Background: an optimization exercise with open tools, aiming at small area and few clock cycles. Do not read the settings as production practice.
No functional check of the RTL was part of this run.
No activity file was given, so power comes from the tool's default toggle rates.

==> design/flow/design.v <==
module stm_core (
    input  wire       clk,
    input  wire       rst,           
    input  wire       step_valid,
    input  wire [7:0] step_word,
    output wire       step_ready,
    output reg        resp_valid,
    output reg  [1:0] resp_code,     
    output wire [2:0] out_pins,
    output wire       diag_valid,
    output reg  [7:0] diag_data,
    input  wire       diag_ready
);
    localparam N        = 3;
    localparam TPI      = 125;
    localparam MAX_TICK = (1 << N) * TPI - 1;    
    localparam CNT_W    = 10;
    localparam S_PAUSED  = 2'd0;
    localparam S_RUNNING = 2'd1;
    localparam C_MAIN = 2'd0;
    localparam C_TISR = 2'd1;
    localparam C_BISR = 2'd2;
    localparam C_HALT = 2'd3;
    localparam M_ENTER   = 3'd0;
    localparam M_CONSUME = 3'd1;
    localparam M_TICK    = 3'd2;
    localparam M_EXIT    = 3'd3;
    localparam M_WAIT    = 3'd4;
    localparam M_PANIC   = 3'd5;
    localparam SP_ENTER  = 2'd0;
    localparam SP_SIGNAL = 2'd1;
    localparam SP_EXIT   = 2'd2;
    localparam SP_DONE   = 2'd3;
    localparam B_ENTER = 3'd0;
    localparam B_EDGE  = 3'd1;
    localparam B_ACK   = 3'd2;
    localparam B_EXIT  = 3'd3;
    localparam B_RET   = 3'd4;
    localparam B_PANIC = 3'd5;
    localparam E_NONE = 2'd0;
    localparam E_BTN  = 2'd1;
    localparam E_OUT  = 2'd2;
    localparam E_DIAG = 2'd3;
    localparam R_DONE     = 2'd0;
    localparam R_DISABLED = 2'd1;
    localparam R_RESERVED = 2'd2;
    reg [1:0]       state;
    reg [CNT_W-1:0] cnt;
    reg [N-1:0]     out;
    reg             pend;
    reg             btn;
    reg             edge_pend;
    reg             edge_defer;
    reg             tim_pend;
    reg             imask;
    reg [1:0]       ctx;
    reg [2:0]       mpos;
    reg             ackd;         
    reg [1:0]       spos;         
    reg [2:0]       bpos;
    reg             fired;
    reg [1:0]       err;
    reg             wake;
    reg             flt_btn;
    reg [N-1:0]     flt_out;
    reg             flt_diag;
    assign out_pins = out;
    reg             em_busy;
    reg             em_panic;     
    reg [5:0]       em_idx;
    reg             em_b;
    reg [CNT_W-1:0] em_c;
    reg [1:0]       em_s;
    reg [1:0]       em_err;
    reg [5:0]       line_last;    
    assign diag_valid = em_busy;
    assign step_ready = !em_busy;
    wire [3:0] op  = step_word[7:4];
    wire [3:0] arg = step_word[3:0];
    reg legal;
    always @(*) begin
        case (op)
            4'h1:    legal = (arg[3:1] == 3'b000);
            4'h2:    legal = (arg == 4'h0);
            4'h3:    legal = 1'b1;
            4'h4:    legal = (arg[3:1] == 3'b000);
            4'h5:    legal = (arg[3:1] == 3'b000);
            4'h6, 4'h7, 4'h8, 4'h9, 4'hA, 4'hB, 4'hC, 4'hE:
                     legal = (arg == 4'h0);
            4'hD:    legal = (arg[3:1] == 3'b000);
            4'hF:    legal = (arg == 4'h0) || (arg == 4'hF);
            default: legal = 1'b0;
        endcase
    end
    wire [CNT_W-1:0] cnt_inc   = (cnt == MAX_TICK) ? {CNT_W{1'b0}} : cnt + 1'b1;
    wire [1:0]       tick_s    = btn ? S_PAUSED : S_RUNNING;
    wire [CNT_W-1:0] tick_c    = (state == S_RUNNING && !btn) ? cnt_inc : cnt;
    wire [1:0]       edge_s    = btn ? S_PAUSED : S_RUNNING;
    wire [CNT_W-1:0] tick_q    = tick_c / TPI;
    wire [CNT_W-1:0] edge_q    = cnt / TPI;
    wire [N-1:0]     tick_disp = tick_q[N-1:0];
    wire [N-1:0]     edge_disp = edge_q[N-1:0];
    function [N-1:0] write_outputs;
        input [N-1:0] old_v;
        input [N-1:0] new_v;
        input [N-1:0] fail;
        integer i;
        reg stop;
        begin
            write_outputs = old_v;
            stop = 1'b0;
            for (i = 0; i < N; i = i + 1) begin
                if (!stop) begin
                    if (fail[i])
                        stop = 1'b1;
                    else
                        write_outputs[i] = new_v[i];
                end
            end
        end
    endfunction
    wire accept = step_valid && step_ready;
    always @(posedge clk) begin
        if (rst) begin
            state      <= S_PAUSED;
            cnt        <= {CNT_W{1'b0}};
            out        <= {N{1'b0}};
            pend       <= 1'b0;
            btn        <= 1'b0;
            edge_pend  <= 1'b0;
            edge_defer <= 1'b0;
            tim_pend   <= 1'b0;
            imask      <= 1'b0;
            ctx        <= C_MAIN;
            mpos       <= M_ENTER;
            ackd       <= 1'b0;
            spos       <= SP_ENTER;
            bpos       <= B_ENTER;
            fired      <= 1'b0;
            err        <= E_NONE;
            wake       <= 1'b0;
            flt_btn    <= 1'b0;
            flt_out    <= {N{1'b0}};
            flt_diag   <= 1'b0;
            em_busy    <= 1'b0;
            em_panic   <= 1'b0;
            em_idx     <= 6'd0;
            em_b       <= 1'b0;
            em_c       <= {CNT_W{1'b0}};
            em_s       <= 2'd0;
            em_err     <= 2'd0;
            resp_valid <= 1'b0;
            resp_code  <= R_DONE;
        end else begin
            resp_valid <= 1'b0;
            if (em_busy && diag_ready) begin
                if (em_idx == line_last)
                    em_busy <= 1'b0;
                else
                    em_idx <= em_idx + 1'b1;
            end
            if (accept) begin
                resp_valid <= 1'b1;
                if (!legal) begin
                    resp_code <= R_RESERVED;
                end else begin
                    resp_code <= R_DISABLED;
                    case (op)
                        4'h1: begin
                            resp_code <= R_DONE;
                            if (btn != arg[0]) begin
                                btn <= arg[0];
                                if (!edge_pend)
                                    edge_pend <= 1'b1;
                                else
                                    edge_defer <= 1'b1;
                            end
                        end
                        4'h2: begin
                            resp_code <= R_DONE;
                            tim_pend  <= 1'b1;
                        end
                        4'h3: begin
                            resp_code <= R_DONE;
                            flt_btn   <= arg[0];
                            flt_out   <= arg[3:1];
                        end
                        4'h4: begin
                            resp_code <= R_DONE;
                            flt_diag  <= arg[0];
                        end
                        4'h5: begin
                            if (!arg[0]) begin
                                if (ctx == C_MAIN && !imask && tim_pend) begin
                                    resp_code <= R_DONE;
                                    ctx  <= C_TISR;
                                    ackd <= 1'b0;
                                    spos <= SP_ENTER;
                                    wake <= 1'b1;
                                end
                            end else begin
                                if (ctx == C_MAIN && !imask && edge_pend) begin
                                    resp_code <= R_DONE;
                                    ctx  <= C_BISR;
                                    bpos <= B_ENTER;
                                    wake <= 1'b1;
                                end
                            end
                        end
                        4'h6: begin
                            if ((ctx == C_TISR && spos == SP_DONE && ackd) ||
                                (ctx == C_BISR && bpos == B_RET)) begin
                                resp_code <= R_DONE;
                                ctx <= C_MAIN;
                            end
                        end
                        4'h7: begin
                            if (ctx == C_MAIN && mpos == M_ENTER) begin
                                resp_code <= R_DONE;
                                imask <= 1'b1;
                                mpos  <= M_CONSUME;
                            end else if (ctx == C_TISR && spos == SP_ENTER) begin
                                resp_code <= R_DONE;
                                imask <= 1'b1;
                                spos  <= SP_SIGNAL;
                            end else if (ctx == C_BISR && bpos == B_ENTER) begin
                                resp_code <= R_DONE;
                                imask <= 1'b1;
                                bpos  <= B_EDGE;
                            end
                        end
                        4'h8: begin
                            if (ctx == C_MAIN && mpos == M_EXIT) begin
                                resp_code <= R_DONE;
                                imask <= 1'b0;
                                mpos  <= fired ? M_ENTER : M_WAIT;
                            end else if (ctx == C_TISR && spos == SP_EXIT) begin
                                resp_code <= R_DONE;
                                imask <= 1'b0;
                                spos  <= SP_DONE;
                            end else if (ctx == C_BISR && bpos == B_EXIT) begin
                                resp_code <= R_DONE;
                                imask <= 1'b0;
                                bpos  <= B_RET;
                            end
                        end
                        4'h9: begin
                            if (ctx == C_TISR && spos == SP_SIGNAL) begin
                                resp_code <= R_DONE;
                                pend <= 1'b1;
                                spos <= SP_EXIT;
                            end
                        end
                        4'hA: begin
                            if (ctx == C_MAIN && mpos == M_CONSUME) begin
                                resp_code <= R_DONE;
                                fired <= pend;
                                pend  <= 1'b0;
                                mpos  <= pend ? M_TICK : M_EXIT;
                            end
                        end
                        4'hB: begin
                            if (ctx == C_MAIN && mpos == M_TICK) begin
                                resp_code <= R_DONE;
                                if (flt_btn) begin
                                    err  <= E_BTN;
                                    mpos <= M_PANIC;
                                end else begin
                                    state <= tick_s;
                                    cnt   <= tick_c;
                                    out   <= write_outputs(out, tick_disp, flt_out);
                                    if (flt_out != {N{1'b0}}) begin
                                        err  <= E_OUT;
                                        mpos <= M_PANIC;
                                    end else if (flt_diag) begin
                                        err  <= E_DIAG;
                                        mpos <= M_PANIC;
                                    end else begin
                                        mpos     <= M_EXIT;
                                        em_busy  <= 1'b1;
                                        em_panic <= 1'b0;
                                        em_idx   <= 6'd0;
                                        em_b     <= btn;
                                        em_c     <= tick_c;
                                        em_s     <= tick_s;
                                    end
                                end
                            end
                        end
                        4'hC: begin
                            if (ctx == C_BISR && bpos == B_EDGE) begin
                                resp_code <= R_DONE;
                                if (flt_btn) begin
                                    err  <= E_BTN;
                                    bpos <= B_PANIC;
                                end else begin
                                    state <= edge_s;
                                    out   <= write_outputs(out, edge_disp, flt_out);
                                    if (flt_out != {N{1'b0}}) begin
                                        err  <= E_OUT;
                                        bpos <= B_PANIC;
                                    end else begin
                                        bpos <= B_ACK;
                                    end
                                end
                            end
                        end
                        4'hD: begin
                            if (!arg[0]) begin
                                if (ctx == C_TISR && !ackd &&
                                    (spos == SP_ENTER || spos == SP_DONE)) begin
                                    resp_code <= R_DONE;
                                    tim_pend <= 1'b0;
                                    ackd     <= 1'b1;
                                end
                            end else begin
                                if (ctx == C_BISR && bpos == B_ACK) begin
                                    resp_code  <= R_DONE;
                                    edge_pend  <= edge_defer;
                                    edge_defer <= 1'b0;
                                    bpos       <= B_EXIT;
                                end
                            end
                        end
                        4'hE: begin
                            if (ctx == C_MAIN && mpos == M_WAIT && wake) begin
                                resp_code <= R_DONE;
                                wake <= 1'b0;
                                mpos <= M_ENTER;
                            end
                        end
                        4'hF: begin
                            if (arg == 4'hF) begin
                                resp_code  <= R_DONE;
                                state      <= S_PAUSED;
                                cnt        <= {CNT_W{1'b0}};
                                out        <= {N{1'b0}};
                                pend       <= 1'b0;
                                edge_pend  <= 1'b0;
                                edge_defer <= 1'b0;
                                tim_pend   <= 1'b0;
                                imask      <= 1'b0;
                                ctx        <= C_MAIN;
                                mpos       <= M_ENTER;
                                ackd       <= 1'b0;
                                spos       <= SP_ENTER;
                                bpos       <= B_ENTER;
                                fired      <= 1'b0;
                                err        <= E_NONE;
                                wake       <= 1'b0;
                                flt_btn    <= 1'b0;
                                flt_out    <= {N{1'b0}};
                                flt_diag   <= 1'b0;
                            end else if ((ctx == C_MAIN && mpos == M_PANIC) ||
                                         (ctx == C_BISR && bpos == B_PANIC)) begin
                                resp_code <= R_DONE;
                                imask <= 1'b1;
                                ctx   <= C_HALT;
                                if (!flt_diag) begin
                                    em_busy  <= 1'b1;
                                    em_panic <= 1'b1;
                                    em_idx   <= 6'd0;
                                    em_err   <= err;
                                end
                            end
                        end
                        default: ;
                    endcase
                end
            end
        end
    end
    wire [3:0] dig2 = em_c / 100;
    wire [3:0] dig1 = (em_c / 10) % 10;
    wire [3:0] dig0 = em_c % 10;
    wire       wide = (em_c >= 100);
    always @(*) begin
        if (em_panic)
            line_last = (em_err == E_BTN) ? 6'd23 : 6'd24;
        else
            line_last = wide ? 6'd40 : 6'd39;
    end
    function [7:0] btn_char;
        input       b;
        input [2:0] k;
        begin
            if (b) begin
                case (k)
                    3'd0: btn_char = " ";
                    3'd1: btn_char = "t";
                    3'd2: btn_char = "r";
                    3'd3: btn_char = "u";
                    default: btn_char = "e";
                endcase
            end else begin
                case (k)
                    3'd0: btn_char = "f";
                    3'd1: btn_char = "a";
                    3'd2: btn_char = "l";
                    3'd3: btn_char = "s";
                    default: btn_char = "e";
                endcase
            end
        end
    endfunction
    function [7:0] name_char;
        input [1:0] s;
        input [2:0] k;
        begin
            if (s == S_RUNNING) begin
                case (k)
                    3'd0: name_char = " ";
                    3'd1: name_char = "R";
                    3'd2: name_char = "u";
                    3'd3: name_char = "n";
                    3'd4: name_char = "n";
                    3'd5: name_char = "i";
                    3'd6: name_char = "n";
                    default: name_char = "g";
                endcase
            end else begin
                case (k)
                    3'd0: name_char = " ";
                    3'd1: name_char = " ";
                    3'd2: name_char = "P";
                    3'd3: name_char = "a";
                    3'd4: name_char = "u";
                    3'd5: name_char = "s";
                    3'd6: name_char = "e";
                    default: name_char = "d";
                endcase
            end
        end
    endfunction
    function [7:0] tail_char;
        input [1:0] s;
        input [4:0] k;
        begin
            case (k)
                5'd0:  tail_char = " ";
                5'd1:  tail_char = "|";
                5'd2:  tail_char = " ";
                5'd3:  tail_char = "s";
                5'd4:  tail_char = "t";
                5'd5:  tail_char = "a";
                5'd6:  tail_char = "t";
                5'd7:  tail_char = "e";
                5'd8:  tail_char = ":";
                5'd9:  tail_char = " ";
                5'd18: tail_char = 8'h0D;
                5'd19: tail_char = 8'h0A;
                default: tail_char = name_char(s, k - 5'd10);
            endcase
        end
    endfunction
    function [7:0] panic_char;
        input [1:0] e;
        input [5:0] k;
        reg [8*16-1:0] text;
        reg [5:0]      len;
        begin
            case (e)
                E_BTN:   begin text = "ButtonReadError";  len = 6'd15; end
                E_OUT:   begin text = "OutputWriteError"; len = 6'd16; end
                default: begin text = "DiagWriteFailure"; len = 6'd16; end
            endcase
            if (k < 6'd7) begin
                case (k)
                    6'd0: panic_char = "P";
                    6'd1: panic_char = "A";
                    6'd2: panic_char = "N";
                    6'd3: panic_char = "I";
                    6'd4: panic_char = "C";
                    6'd5: panic_char = ":";
                    default: panic_char = " ";
                endcase
            end else if (k < 6'd7 + len) begin
                panic_char = text[8*(len - 6'd1 - (k - 6'd7)) +: 8];
            end else if (k == 6'd7 + len) begin
                panic_char = 8'h0D;
            end else begin
                panic_char = 8'h0A;
            end
        end
    endfunction
    always @(*) begin
        diag_data = 8'h00;
        if (em_panic) begin
            diag_data = panic_char(em_err, em_idx);
        end else if (em_idx < 6'd5) begin
            case (em_idx)
                6'd0: diag_data = "b";
                6'd1: diag_data = "t";
                6'd2: diag_data = "n";
                6'd3: diag_data = ":";
                default: diag_data = " ";
            endcase
        end else if (em_idx < 6'd10) begin
            diag_data = btn_char(em_b, em_idx - 6'd5);
        end else if (em_idx < 6'd18) begin
            case (em_idx)
                6'd10: diag_data = " ";
                6'd11: diag_data = "|";
                6'd12: diag_data = " ";
                6'd13: diag_data = "c";
                6'd14: diag_data = "n";
                6'd15: diag_data = "t";
                6'd16: diag_data = ":";
                default: diag_data = " ";
            endcase
        end else if (wide) begin
            if (em_idx == 6'd18)
                diag_data = "0" + dig2;
            else if (em_idx == 6'd19)
                diag_data = "0" + dig1;
            else if (em_idx == 6'd20)
                diag_data = "0" + dig0;
            else
                diag_data = tail_char(em_s, em_idx - 6'd21);
        end else begin
            if (em_idx == 6'd18)
                diag_data = (em_c >= 10) ? "0" + dig1 : " ";
            else if (em_idx == 6'd19)
                diag_data = "0" + dig0;
            else
                diag_data = tail_char(em_s, em_idx - 6'd20);
        end
    end
endmodule
==> design/flow/run.sh <==
#!/bin/bash
# synth_recipe.tcl (not shown) runs the flow's synth.tcl, then flattens the netlist and writes it again
# the make line also repeats each setting of config.mk as NAME=value (left out here)
make -C /OpenROAD-flow-scripts/flow DESIGN_CONFIG=/design/flow/config.mk WORK_HOME=/design/flow/orfs CLKGATE_MAP_FILE= SYNTH_SCRIPT=/design/flow/synth_recipe.tcl finish
==> design/flow/config.mk <==
export PLATFORM = sky130hd
export DESIGN_NAME = stm_core
export DESIGN_NICKNAME = stm_core
export VERILOG_FILES = /design/flow/design.v
export SDC_FILE = /design/flow/constraint.sdc
export NUM_CORES = 4
export LEC_CHECK = 0
export CAP_MARGIN = 20
export CORE_MARGIN = 2
export CORE_UTILIZATION = 40
export SLEW_MARGIN = 20
==> design/flow/constraint.sdc <==
create_clock -name core_clock -period 12.0 [get_ports {clk}]
set_input_delay 2.4000 -clock core_clock [delete_from_list [all_inputs] [get_ports {clk}]]
set_output_delay 2.4000 -clock core_clock [all_outputs]
set_load 0.01 [all_outputs]
==> metrics.yaml <==
placed_design:
  place_hpwl_mm: 21.93
  port_buffers: 26
  placed_cell_area_mm2: 0.009789
  routabilityCongestion: 0.9254
yosys:
  ys_seq_elements: 65
  synth_nets: 1534
  async_flop_share: 0
  yosysSeqAreaShare: 0.1379
  netlist.area_leader.share: 0.1379
  syn_area_mm2: 0.009438
  muxShareOfSynthArea: 0.02134
  ys.flop_type: "dfxtp_1"
  ys_top_cells_by_area: "dfxtp_1, nor2_1, a21oi_1"
  synth_adder_area_share: 0.04468
  synth_common_cells: "nor2_1, nand2_1, a21oi_1"
  synth_top_area_cell: "dfxtp_1"
  synth-xor-area-share: 0.03792
  synth-edff-count: 0
  yosysWarnings: 1
  synthSimpleGateAreaFrac: 0.3256
  synth_top_family_by_area: "compound AO/OA/AOI/OAI gates"
  synth_cells: 1490
  post_synth.cell_area_avg_um2: 6.334
  synthDistinctLibCells: 97
  yosysMostFrequentCell: "nor2_1"
  synth_compound_area_frac: 0.3652
global_route:
  grt_start_max_net_pins: 61
  grt_pass1_wl_mm: 49.73
  antenna_found_initial: 0
  grt_pass1_vias: 9727
  overflow: 0
  grt_usage: 0.2404
finish:
  layout-drive-gt1-share: 0.05212
  design_area_mm2: 0.01012
  ff_latch_area_mm2: 0.001301
  syn2layout_area_growth_pct: 7.252
  multi_input_area_mm2: 0.007511
  fin_nets: 1479
  n_antenna_cell: 0
  nFillCells: 2467
drt:
  dr_wl_met2_mm: 13.60
  drt_wl_total_mm: 30.47
  dr_wl_met3_mm: 1.887
  wl_per_cell_um: 17.33
  maxUsedRoutingLayer: "met4"
  via_per_inst: 6.274
  postRouteAntennaNets: 0
  num_vias: 11030
  first_iter_violations: 1201
  m1WireLength_mm: 14.14
  drc: 0
  first_pass_iters: 8
clock_network:
  holdBufCountCts: 0
  cts_buffers: 9
  cts_tree: "yes"
  path_clk_slew_ps: 60
  cts_sinks: 65
  htree_levels: 3
  clkLatencyLatePin_ps: 340
  cts_root_buffer: "clkbuf_16"
  cts_setup_buffers: 0
  clockBufferDepth: 2
  cts_resized: 0
critical_path:
  cp_max_fo: 27
  startpoint_type: "flop"
  rrSetupSlack_ps: 5410
  crit_arrival_ps: 8150
  required_ps: 9600
  ff2ff_path_depth: 23
  worstSetupStartpoint: "em_c[9]"
  rr_startpoint: "cnt[0]"
  crit_slowest_cell: "dfxtp_1"
  end_kind: "output port"
  crit_path_frequent_cell: "ha_1"
  r2r-end: "out[0]"
  critPathKind: "flop to output port"
  critPathCapture: "diag_data[3]"
  slowest_delay_ps: 880
timing:
  rsz0062_at_grt: "false"
  fmax_mhz: 94.83
  setup-tns-final_ps: 0
  period_share: 0.8788
  final-max-slew-violation-count: 0
  tightest_slew_ps: 1059
  finalCriticalPeriod_ps: 10550
  slew_headroom: 0.2875
  skew_ps: 4.457
  setup_viol: 0
  hold_viol_final: 0
floorplanning:
  die-area_mm2: 0.02484
  die_w_um: 157.6
  die_h_um: 157.6
  io_pins: 28
  core_region_area_mm2: 0.02333
  row_count: 56
  start_util: 0.4045
power_and_ir_drop:
  peakVddDrop_mv: 0.07410
  powerDensity_mw_per_mm2: 55.37
  p_leak_nw: 3.476
run:
  drv_cap: 0
min_path:
  hp-start: "out[2]"
  hold_class: "flop to flop"
outcome:
  status: "timing/DRC/antenna clean"
[area by class of cell]
class	instances	share of cell area
timing repair buffer	44	0.03857
tap	319	0.03943
multi-input combinational	1265	0.7420
clock buffer	9	0.02225
clock inverter	6	0.01063
sequential	65	0.1286
inverter	50	0.01854
[worst min-delay path by stage]
stage                 end  slack (ps)  depth (start not counted)
6_report           out[2]         460                          2
5_1_grt            out[2]         480                          2
4_1_cts        flt_out[2]         460                          2
3_5_place_dp       out[2]         450                          2
3_3_place_gp   flt_out[2]         450                          2
2_1_floorplan      err[0]         430                          2
[layout by cell type, fill, tap and decap left out, types with 17 or more instances in the layout]
cell type / synthesis / final
nand2_1: 166 / 166
o31ai_1: 17 / 17
ha_1: 32 / 32
o211ai_1: 20 / 20
nor2_1: 199 / 199
o21ai_0: 107 / 107
xnor2_1: 32 / 32
a31oi_1: 30 / 30
nand3_1: 41 / 41
mux2i_1: 19 / 19
inv_1: 42 / 42
clkdlybuf4s50_1: 0 / 25
nor2b_1: 25 / 25
buf_4: 3 / 18
nor3_1: 81 / 81
a211oi_1: 37 / 37
o22ai_1: 21 / 21
dfxtp_1: 65 / 65
a21oi_1: 139 / 139
or3_1: 22 / 22
[worst max-delay path, delay by kind of cell, from the launching register on]
kind	cells	cell delay, ps
flip-flops	1	880
XOR/XNOR	2	300
buffers and inverters	3	660
AO/OA/AOI/OAI	12	2670
AND/OR/NAND/NOR	6	2270
adder cells (fa/ha/maj)	3	1010
[cell families (layout without fill, tap and decap cells)]
| logic type | count (synthesis) | after routing |
|---|---|---|
| simple gates | 646 | 646 |
| compound gates | 524 | 524 |
| buf+inv | 160 | 109 |
| flops | 65 | 65 |
| xor+xnor | 40 | 40 |
| fa+ha+maj | 34 | 34 |
| mux | 20 | 20 |
| other cells | 1 | 1 |
[flip-flops by register name, indices dropped and copies added (netlist names), 2 cells and up]
signal,cells
flt_out,3
ctx,2
mpos,3
bpos,3
em_c,10
cnt,10
out,3
em_idx,6
em_err,2
resp_code,2
err,2
spos,2
[where the power goes]
group / total, mW / internal, mW / switching [mW]
Sequential: 0.219 / 0.217 / 0.00135
Clock: 0.299 / 0.201 / 0.0987
Combinational: 0.0424 / 0.0142 / 0.0281
[metrics by stage]
stage / setup slack, ps / power, mW / util / instances / hold slack, ps
2_1_floorplan: 3897 / 0.2503 / - / 1490 / 431.2
3_3_place_gp: 2193 / 0.2647 / 0.4196 / 1743 / 445.5
3_5_place_dp: 1971 / 0.2647 / 0.4196 / 1743 / 446.7
4_1_cts: 1584 / 0.5654 / 0.4338 / 1758 / 457.9
5_1_grt: 709.7 / 0.5765 / 0.4338 / 1758 / 476.3
6_report: 1455 / 0.5604 / 0.4338 / 1758 / 458.5
[routing by layer]
metal / global-route usage / up-vias
met3: 0.02820 / 58
met5: 0 / -
met1: 0.3369 / 5108
met2: 0.3801 / 443
li1: - / 5420
met4: 0.08442 / 0

static timing again, ports no longer ideal:
Ports are ideal in the flow. The routed layout listed here was re-timed in OpenROAD.
Step 1 (the two cells are an assumption about what drives the block):
set clk [get_ports {clk}]
set_driving_cell -lib_cell sky130_fd_sc_hd__clkbuf_16 $clk
set_driving_cell -lib_cell sky130_fd_sc_hd__buf_2 [delete_from_list [all_inputs] $clk]
Step 2 also shifts input and output timing later by t, the mid clock arrival at the registers, as if the neighbouring blocks saw the same clock.
Slacks: ideal / step 1 / step 2; pairs: ideal / step 1.
t (ns): 0.382
setup WS [ns]: 1.455 / 1.412 / 1.794
clock arrival spread, ns: 0.005 / 0.004
worst data-port slew with drivers (ns): 0.03
After both steps this run still meets setup and hold. For this run, drivers alone change the setup slack by -0.043 ns; drivers and shift together by +0.339 ns.
